Context: an optimization exercise on an open-source flow, tuned for small area. The choices shown serve that exercise and are no tape-out recipe. The RTL was checked by simulation tests, not by an equivalence proof against the original design. Power figures rest on the tool's default switching activity, not on a simulated workload.

// ir_volume
module ir_volume(clk, rst, ir_in, gtick, att_ack, att_sel_n, att_valid, att_byte, tens_we, ones_we, seg_tens, seg_ones);
export LEC_CHECK = 0
export ABC_AREA = 1
export CAP_MARGIN = 20
export CORE_MARGIN = 2
export CORE_UTILIZATION = 80
export SLEW_MARGIN = 20
create_clock -name core_clock -period 10.0 [get_ports {clk}]
standard.sh (not shown) runs the stock make flow with config.mk's settings and CLKGATE_MAP_FILE= SYNTH_SCRIPT=/design/flow/synth_recipe.tcl, a recipe that flattens the netlist after the stock synthesis.
==> flow/flow/run.sh <==
#!/bin/bash
# The standard layout (standard.sh) with these changes:
#  - synthesis maps the logic with ABC for area only (flow/area.abc) instead of
#    ORFS's delay-bounded mapping, buffering and sizing, and leaves adders to
#    ABC (no separate half/full adder cells); everything else in the
#    synthesis script (registers, names, flattening) is the standard flow's own;
#  - every input and output port gets the smallest buffer (buf_1);
#  - clock tree: clkbuf_8 buffers only, no dummy loads.
set -euo pipefail
here=$(pwd)
# synthesis script: the standard flow's, with the ABC call given flow/area.abc as its script
{
  head -n 1 synth_recipe.tcl
  cat <<EOT
proc abc {args} {
  set i [lsearch -exact \$args -script]
  if { \$i >= 0 } { set args [lreplace \$args \$i [expr {\$i + 1}] -script $here/flow/area.abc] }
  yosys abc {*}\$args
}
EOT
  tail -n +2 synth_recipe.tcl
} > area_synth.tcl
sed "s#SYNTH_SCRIPT=[^ ]*synth_recipe.tcl#SYNTH_SCRIPT=$here/area_synth.tcl ADDER_MAP_FILE=#" standard.sh > area_standard.sh
grep -q "SYNTH_SCRIPT=$here/area_synth.tcl ADDER_MAP_FILE=" area_standard.sh
export BUFFER_PORTS_ARGS="-buffer_cell sky130_fd_sc_hd__buf_1"
export CTS_ARGS="-sink_clustering_enable -repair_clock_nets -buf_list sky130_fd_sc_hd__clkbuf_8 -dont_use_dummy_load"
bash area_standard.sh > standard.log 2>&1
==> flow/flow/area.abc <==
strash
dch -f
amap
topo
The starting point failed in global placement without I/O (3_1_place_gp_skip_io) with GPL-0301.
Rerun with:
--- a/flow/config.mk
+++ b/flow/config.mk
@@ -11 +11 @@
-export CORE_UTILIZATION = 80
+export CORE_UTILIZATION = 65
After rerunning: Now the flow completed without violations; synthesized cell count is unchanged; area after synthesis does not change.

* * *

Setup of run A:
ir_volume, a different RTL version from the one above (not shown whole).
Size: about 660 cells after synthesis, ~66 flip-flops, about 33 I/O pins, about 4500 sq um of cells after synthesis.
==> flow/config.mk <==
export PLATFORM = sky130hd
export DESIGN_NAME = ir_volume
export DESIGN_NICKNAME = ir_volume
export VERILOG_FILES = /design/flow/design.v
export SDC_FILE = /design/flow/constraint.sdc
export NUM_CORES = 4
export LEC_CHECK = 0
export ABC_AREA = 1
export CAP_MARGIN = 20
export CORE_MARGIN = 2
export CORE_UTILIZATION = 40
export CTS_BUF_LIST = sky130_fd_sc_hd__clkbuf_4
export CTS_CLUSTER_DIAMETER = 100
export CTS_CLUSTER_SIZE = 30
export SLEW_MARGIN = 20
==> flow/constraint.sdc <==
create_clock -name core_clock -period 10.0 [get_ports {clk}]
set_input_delay 2.0000 -clock core_clock [delete_from_list [all_inputs] [get_ports {clk}]]
set_output_delay 2.0000 -clock core_clock [all_outputs]
set_load 0.01 [all_outputs]
run.sh (not shown) runs the stock make flow with config.mk's settings and CLKGATE_MAP_FILE= SYNTH_SCRIPT=/design/flow/synth_recipe.tcl, a recipe that flattens the netlist after the stock synthesis.
Stock flow here: none of the scripts above is used.
> inputs changed (run A -> run B)
Settings: CTS_BUF_LIST removed (was sky130_fd_sc_hd__clkbuf_4); CTS_CLUSTER_SIZE removed (was 30); CTS_CLUSTER_DIAMETER removed (was 100).
## What came out
- Run B: full flow OK, the timing, DRC and antenna checks passed
- Run B vs. run A: total wire length after detailed routing increased about 0.7%; global-route met2 utilization neither gained nor lost much; latest clock arrival within the worst-skew pair fell 80 ps.
- Re relative slew slack: run A was higher than run B.
- ~same met1 track utilization from global routing in run B and run A
- Between run A and run B, the flow reports power of the clock network increasing by more than a quarter.
- Re peak clock frequency supported by timing: run B is 3.9 MHz up on run A.
Modified inputs, run C compared to run B
==> flow/flow/run.sh (new file) <==
#!/bin/bash
# The standard layout with two changes:
#  - synthesis maps the logic with ABC for area only (flow/area.abc) instead of
#    ORFS's delay-bounded mapping, buffering and sizing; everything else in the
#    synthesis script (registers, names, flattening) is the standard flow's own;
#  - every input and output port gets the smallest buffer (buf_1).
set -euo pipefail
here=$(pwd)
# synthesis script: the standard flow's, with the ABC call given flow/area.abc as its script
{
  head -n 1 synth_recipe.tcl
  cat <<EOT
proc abc {args} {
  set i [lsearch -exact \$args -script]
  if { \$i >= 0 } { set args [lreplace \$args \$i [expr {\$i + 1}] -script $here/flow/area.abc] }
  yosys abc {*}\$args
}
EOT
  tail -n +2 synth_recipe.tcl
} > area_synth.tcl
sed "s#SYNTH_SCRIPT=[^ ]*synth_recipe.tcl#SYNTH_SCRIPT=$here/area_synth.tcl#" standard.sh > area_standard.sh
grep -q "SYNTH_SCRIPT=$here/area_synth.tcl" area_standard.sh
export BUFFER_PORTS_ARGS="-buffer_cell sky130_fd_sc_hd__buf_1"
export CTS_ARGS="-sink_clustering_enable -repair_clock_nets -buf_list sky130_fd_sc_hd__clkbuf_4 -sink_clustering_size 20 -sink_clustering_max_diameter 60 -dont_use_dummy_load"
bash area_standard.sh > standard.log 2>&1
==> flow/flow/area.abc (new file) <==
strash
dch -f
amap
topo
==> flow/standard.sh (new file) <==
#!/bin/bash
# synth_recipe.tcl (not shown) runs the flow's synth.tcl, then flattens the netlist and writes it again
# the make line also repeats each setting of config.mk as NAME=value (left out here)
make -C /OpenROAD-flow-scripts/flow DESIGN_CONFIG=/design/flow/config.mk WORK_HOME=/design/flow/orfs CLKGATE_MAP_FILE= SYNTH_SCRIPT=/design/flow/synth_recipe.tcl "${@:-finish}"
removed: flow/run.sh
Findings:
Of run B and run C, run C shows the higher sequential area share after synthesis, with run B below it.
Run C vs. run B: number of cells on the critical path picked up an extra 4; final worst hold slack roughly the same; design area shows a reduction of about 15%; adder and majority cell fraction of the synthesized area rose by 0.81 points.
att_byte[2] as the end point of the critical path was reported by run C, and att_byte[0] by run B.
Changes in run D relative to run C:
Settings: setting CTS_CLUSTER_DIAMETER to 100 for the first time; setting CTS_CLUSTER_SIZE to 30 for the first time; setting CTS_BUF_LIST to sky130_fd_sc_hd__clkbuf_4 for the first time.
-- flow/flow/run.sh --
<<< run C, line 22
grep -q "SYNTH_SCRIPT=$here/area_synth.tcl" area_standard.sh
export BUFFER_PORTS_ARGS="-buffer_cell sky130_fd_sc_hd__buf_1"
export CTS_ARGS="-sink_clustering_enable -repair_clock_nets -buf_list sky130_fd_sc_hd__clkbuf_4 -sink_clustering_size 20 -sink_clustering_max_diameter 60 -dont_use_dummy_load"
bash area_standard.sh > standard.log 2>&1
>>> run D, line 22
grep -q "SYNTH_SCRIPT=$here/area_synth.tcl" area_standard.sh
export BUFFER_PORTS_ARGS="-buffer_cell sky130_fd_sc_hd__buf_1"
bash area_standard.sh > standard.log 2>&1
==> flow/flow/area.abc <==
strash
dch -f
map -a
topo
stime -c
buffer -c
upsize -c
dnsize -c
Results
Having completed the whole flow, run D delivered a layout that passed the timing, DRC and antenna checks. [compare] base=run C new=run D: switching fraction of total power shrank by 1.6 points; overall routed net length grew by 7.8%; maximum vdd drop shrank by 0.064 mV; setup slack of the worst register-to-register path grew by 1230 ps. Highest clock rate of run D exceeds that of run C by a few percent. Changes observed in run D relative to run C: number of unique standard cell types used by synthesis went up 9; clock transition at the register clock pins on the worst setup and hold paths after CTS did not really move. Lower clock power share among run D and run C: run C. sky130_fd_sc_hd__inv_1 as the most common library cell in the layout ignoring fill and taps was reported by run D, and sky130_fd_sc_hd__nor2_1 by run C.
Changes in run E relative to run D:
Settings: changing CTS_CLUSTER_SIZE from 30 to 20; changing CTS_BUF_LIST from sky130_fd_sc_hd__clkbuf_4 to sky130_fd_sc_hd__clkbuf_4 sky130_fd_sc_hd__clkbuf_8; changing CTS_CLUSTER_DIAMETER from 100 to 50.
==> flow/flow/area.abc <==
strash
dch -f
amap
topo
Notes after the runs:
Combinational cell fraction of total power: run E vs run D down 2.0 points
Overall die width (run E vs. run D) decreases by a few percent
In the tables for run D and run E, arithmetic-cell share of the synthesized area counting full adders, half adders and majority gates reads higher with run E.
The run showing the greater portion of the clock cycle consumed by the worst path in the final layout is run E.
## Diff of input files: run F against run E
Settings: removing CTS_CLUSTER_DIAMETER (formerly 50); removing CTS_CLUSTER_SIZE (formerly 20); removing CTS_BUF_LIST (formerly sky130_fd_sc_hd__clkbuf_4 sky130_fd_sc_hd__clkbuf_8).
-- flow/flow/run.sh --
<<< run E, line 22
grep -q "SYNTH_SCRIPT=$here/area_synth.tcl" area_standard.sh
export BUFFER_PORTS_ARGS="-buffer_cell sky130_fd_sc_hd__buf_1"
bash area_standard.sh > standard.log 2>&1
>>> run F, line 22
grep -q "SYNTH_SCRIPT=$here/area_synth.tcl" area_standard.sh
export BUFFER_PORTS_ARGS="-buffer_cell sky130_fd_sc_hd__buf_1"
export CTS_ARGS="-sink_clustering_enable -repair_clock_nets -buf_list sky130_fd_sc_hd__clkbuf_8 -dont_use_dummy_load"
bash area_standard.sh > standard.log 2>&1
## What came out
- Run F completed; timing, DRC and antenna clean
- Worst max-slew margin expressed relative to the limit was higher in run E than in run F.
- Going from run E to run F, total power went down, total wire length did not really move.

* * *

## v6
ir_volume, a different RTL version from the one above (not shown whole).
Size: about 530 cells after synthesis, ~56 flip-flops.
==> flow/design.v (excerpt) <==
module ir_volume(clk, rst, ir_in, gtick, att_ack, att_sel_n, att_valid, att_byte, tens_we, ones_we, seg_tens, seg_ones);
clock: 10.0 ns
lec_check: 0
abc_area: 1
cap_margin: 20
core_margin: 2
core_utilization: 65
slew_margin: 20
standard.sh (not shown) runs the stock make flow with config.mk's settings and CLKGATE_MAP_FILE= SYNTH_SCRIPT=/design/flow/synth_recipe.tcl, a recipe that flattens the netlist after the stock synthesis.
==> flow/flow/run.sh <==
#!/bin/bash
# The standard layout (standard.sh) with these changes:
#  - synthesis maps the logic with ABC for area only (flow/area.abc) instead of
#    ORFS's delay-bounded mapping, buffering and sizing, and leaves adders to
#    ABC (no separate half/full adder cells); everything else in the
#    synthesis script (registers, names, flattening) is the standard flow's own;
#  - every input and output port gets the smallest buffer (buf_1);
#  - clock tree: clkbuf_4 buffers, sinks clustered by up to 14, no dummy loads.
set -euo pipefail
here=$(pwd)
# synthesis script: the standard flow's, with the ABC call given flow/area.abc as its script
{
  head -n 1 synth_recipe.tcl
  cat <<EOT
proc abc {args} {
  set i [lsearch -exact \$args -script]
  if { \$i >= 0 } { set args [lreplace \$args \$i [expr {\$i + 1}] -script $here/flow/area.abc] }
  yosys abc {*}\$args
}
EOT
  tail -n +2 synth_recipe.tcl
} > area_synth.tcl
sed "s#SYNTH_SCRIPT=[^ ]*synth_recipe.tcl#SYNTH_SCRIPT=$here/area_synth.tcl ADDER_MAP_FILE=#" standard.sh > area_standard.sh
grep -q "SYNTH_SCRIPT=$here/area_synth.tcl ADDER_MAP_FILE=" area_standard.sh
export BUFFER_PORTS_ARGS="-buffer_cell sky130_fd_sc_hd__buf_1"
export CTS_ARGS="-sink_clustering_enable -repair_clock_nets -buf_list sky130_fd_sc_hd__clkbuf_8 -dont_use_dummy_load"
bash area_standard.sh > standard.log 2>&1
==> flow/flow/area.abc <==
strash
dch -f
amap
topo
The final layout from v6, which completed every stage, passed the timing, DRC and antenna checks at the end of the flow.
Input changes introduced in v7 (baseline for comparison: v6):
- changing CORE_UTILIZATION from 65 to 40
Findings:
- v7 went all the way through synthesis, placement and routing and the layout is clean on timing, DRC and antenna.
- Final period demand of the worst path delta for v7 relative to v6: 6.7 ps lower
- First-pass GRT wire length on v7 is down relative to v6.
- v7 vs v6 — register share of total power rose 0.5 points.
- Relative to v6, combinational power decreased by about 3% in v7.

* * *

Setup of the baseline:
ir_volume with an RTL version that a note above also has.
Size: ~540 cells after synthesis, roughly 33 I/O pins, ~0.0040 mm² of cells after synthesis.
==> flow/design.v (excerpt) <==
module ir_volume(clk, rst, ir_in, gtick, att_ack, att_sel_n, att_valid, att_byte, tens_we, ones_we, seg_tens, seg_ones);
  input clk;
  wire clk;
  input rst;
  wire rst;
  input ir_in;
  wire ir_in;
  input gtick;
  wire gtick;
  input att_ack;
  wire att_ack;
  output att_sel_n;
  wire att_sel_n;
  output att_valid;
  wire att_valid;
  output [7:0] att_byte;
  wire [7:0] att_byte;
  output tens_we;
  wire tens_we;
  output ones_we;
  wire ones_we;
  output [7:0] seg_tens;
  wire [7:0] seg_tens;
  output [7:0] seg_ones;
  wire [7:0] seg_ones;
  wire _0000_;
  wire _0001_;
  wire _0002_;
  wire _0003_;
  wire _0004_;
  wire _0005_;
  wire _0006_;
  wire _0007_;
  wire _0008_;
  wire _0009_;
  wire _0010_;
  wire _0011_;
  wire _0012_;
  wire _0013_;
  wire _0014_;
  wire _0015_;
  wire _0016_;
  wire _0017_;
  wire _0018_;
  wire _0019_;
  wire _0020_;
  wire _0021_;
  wire _0022_;
  wire _0023_;
  wire _0024_;
  wire _0025_;
  wire _0026_;
  wire _0027_;
  wire _0028_;
  wire _0029_;
  wire _0030_;
  wire _0031_;
  wire _0032_;
  wire _0033_;
  wire _0034_;
  wire _0035_;
  wire _0036_;
  wire _0037_;
  wire _0038_;
  wire _0039_;
  wire _0040_;
  wire _0041_;
  wire _0042_;
  wire _0043_;
  wire _0044_;
  wire _0045_;
  wire _0046_;
  wire _0047_;
  wire _0048_;
  wire _0049_;
  wire _0050_;
  wire _0051_;
  wire _0052_;
  wire _0053_;
  wire _0054_;
  wire _0055_;
  wire _0056_;
  wire _0057_;
  wire _0058_;
  wire _0059_;
  wire _0060_;
  wire _0061_;
  wire _0062_;
  wire _0063_;
  wire _0064_;
  wire _0065_;
  wire _0066_;
  wire _0067_;
  wire _0068_;
  wire _0069_;
  wire _0070_;
  wire _0071_;
  wire _0072_;
  wire _0073_;
  wire _0074_;
  wire _0075_;
  wire _0076_;
  wire _0077_;
  wire _0078_;
  wire _0079_;
  wire _0080_;
  wire _0081_;
  wire _0082_;
  wire _0083_;
  wire _0084_;
  wire _0085_;
  wire _0086_;
  wire _0087_;
  wire _0088_;
  wire _0089_;
  wire _0090_;
  wire _0091_;
  wire _0092_;
  wire _0093_;
  wire _0094_;
  wire _0095_;
  wire _0096_;
  wire _0097_;
  wire _0098_;
  wire _0099_;
  ...
export LEC_CHECK = 0
export ABC_AREA = 1
export CAP_MARGIN = 20
export CORE_MARGIN = 2
export CORE_UTILIZATION = 40
export CTS_BUF_LIST = sky130_fd_sc_hd__clkbuf_8
export SLEW_MARGIN = 20
create_clock -name core_clock -period 10.0 [get_ports {clk}]
==> flow/flow/run.sh <==
#!/bin/bash
# The standard layout with two changes:
#  - synthesis maps the logic with ABC for area only (flow/area.abc) instead of
#    ORFS's delay-bounded mapping, buffering and sizing; everything else in the
#    synthesis script (registers, names, flattening) is the standard flow's own;
#  - every input and output port gets the smallest buffer (buf_1).
set -euo pipefail
here=$(pwd)
# synthesis script: the standard flow's, with the ABC call given flow/area.abc as its script
{
  head -n 1 synth_recipe.tcl
  cat <<EOT
proc abc {args} {
  set i [lsearch -exact \$args -script]
  if { \$i >= 0 } { set args [lreplace \$args \$i [expr {\$i + 1}] -script $here/flow/area.abc] }
  yosys abc {*}\$args
}
EOT
  tail -n +2 synth_recipe.tcl
} > area_synth.tcl
sed "s#SYNTH_SCRIPT=[^ ]*synth_recipe.tcl#SYNTH_SCRIPT=$here/area_synth.tcl#" standard.sh > area_standard.sh
grep -q "SYNTH_SCRIPT=$here/area_synth.tcl" area_standard.sh
export BUFFER_PORTS_ARGS="-buffer_cell sky130_fd_sc_hd__buf_1"
bash area_standard.sh > standard.log 2>&1
Scripts as last shown in full above: flow/flow/area.abc
The final layout from the baseline, which completed every stage, passed the timing, DRC and antenna checks at the end of the flow.
Changes in the candidate relative to the baseline:
- putting CTS_CLUSTER_SIZE at 30 where nothing was set
- swapping sky130_fd_sc_hd__clkbuf_8 for sky130_fd_sc_hd__clkbuf_4 in CTS_BUF_LIST
- putting CTS_CLUSTER_DIAMETER at 100 where nothing was set
==> flow/flow/run.sh <==
#!/bin/bash
# The standard layout, with the smallest buffer on every input and output port.
set -euo pipefail
export BUFFER_PORTS_ARGS="-buffer_cell sky130_fd_sc_hd__buf_1"
bash standard.sh > standard.log 2>&1
removed: flow/flow/area.abc
Changes observed in the candidate relative to the baseline: aggregate routed wire length went up 910 µm; final worst slack has increased; number of tapcells moved up.
[the candidate vs the baseline] logic depth of the worst setup path including buffers: higher in the candidate
Fraction of area in registers is higher on the baseline
Worst hold slack in the candidate is 0.011 ns lower than in the baseline
In the candidate, total routing usage reported by global routing is higher than in the baseline.
Height of the die grows by a few percent when moving from the baseline to the candidate.
The candidate vs. the baseline: proportion of power drawn by the clock network down 8.9 points, area of the core up 0.0012 mm², overall power consumption down 6.4%.

[separate check: timing with driven ports]
How much do the figures lean on ideal ports? The routed layouts below were timed once more, with nothing changed but the port constraints. Step 1 (the two cells are an assumption about what drives the block):
set clk [get_ports {clk}]
set_driving_cell -lib_cell sky130_fd_sc_hd__clkbuf_16 $clk
set_driving_cell -lib_cell sky130_fd_sc_hd__buf_2 [delete_from_list [all_inputs] $clk]
Step 2 adds t to the input delays and takes it off the output delays; t is the mean of the earliest and latest rising clock arrival at the registers after step 1. Input paths then give back, and output paths get back, about the clock's delay inside the block. Slacks: ideal ports / drivers / drivers and shift; pairs: ideal ports / drivers.
run | t (ns) | setup WS [ns] | worst setup path at the end
the second run of note 1 | 0.328 | 1.707 / 1.676 / 2.004 | register to output
run A | 0.449 | 4.592 / 4.564 / 5.013 | register to output
run B | 0.379 | 4.705 / 4.674 / 5.052 | register to output
run C | 0.425 | 4.731 / 4.700 / 4.644 | input to register
run D | 0.448 | 4.975 / 4.947 / 5.394 | register to output
run E | 0.368 | 4.771 / 4.739 / 4.649 | input to register
run F | 0.361 | 4.778 / 4.748 / 4.638 | input to register
v6 | 0.325 | 1.811 / 1.780 / 2.105 | register to output
v7 | 0.329 | 1.818 / 1.786 / 2.115 | register to output
the baseline | 0.366 | 4.764 / 4.734 / 4.640 | input to register
the candidate | 0.439 | 5.022 / 4.994 / 5.432 | register to output
After both steps setup and hold are still met in every run listed. For run F, which loses most, drivers alone change the setup slack by -0.030 ns; drivers and shift together by -0.140 ns.
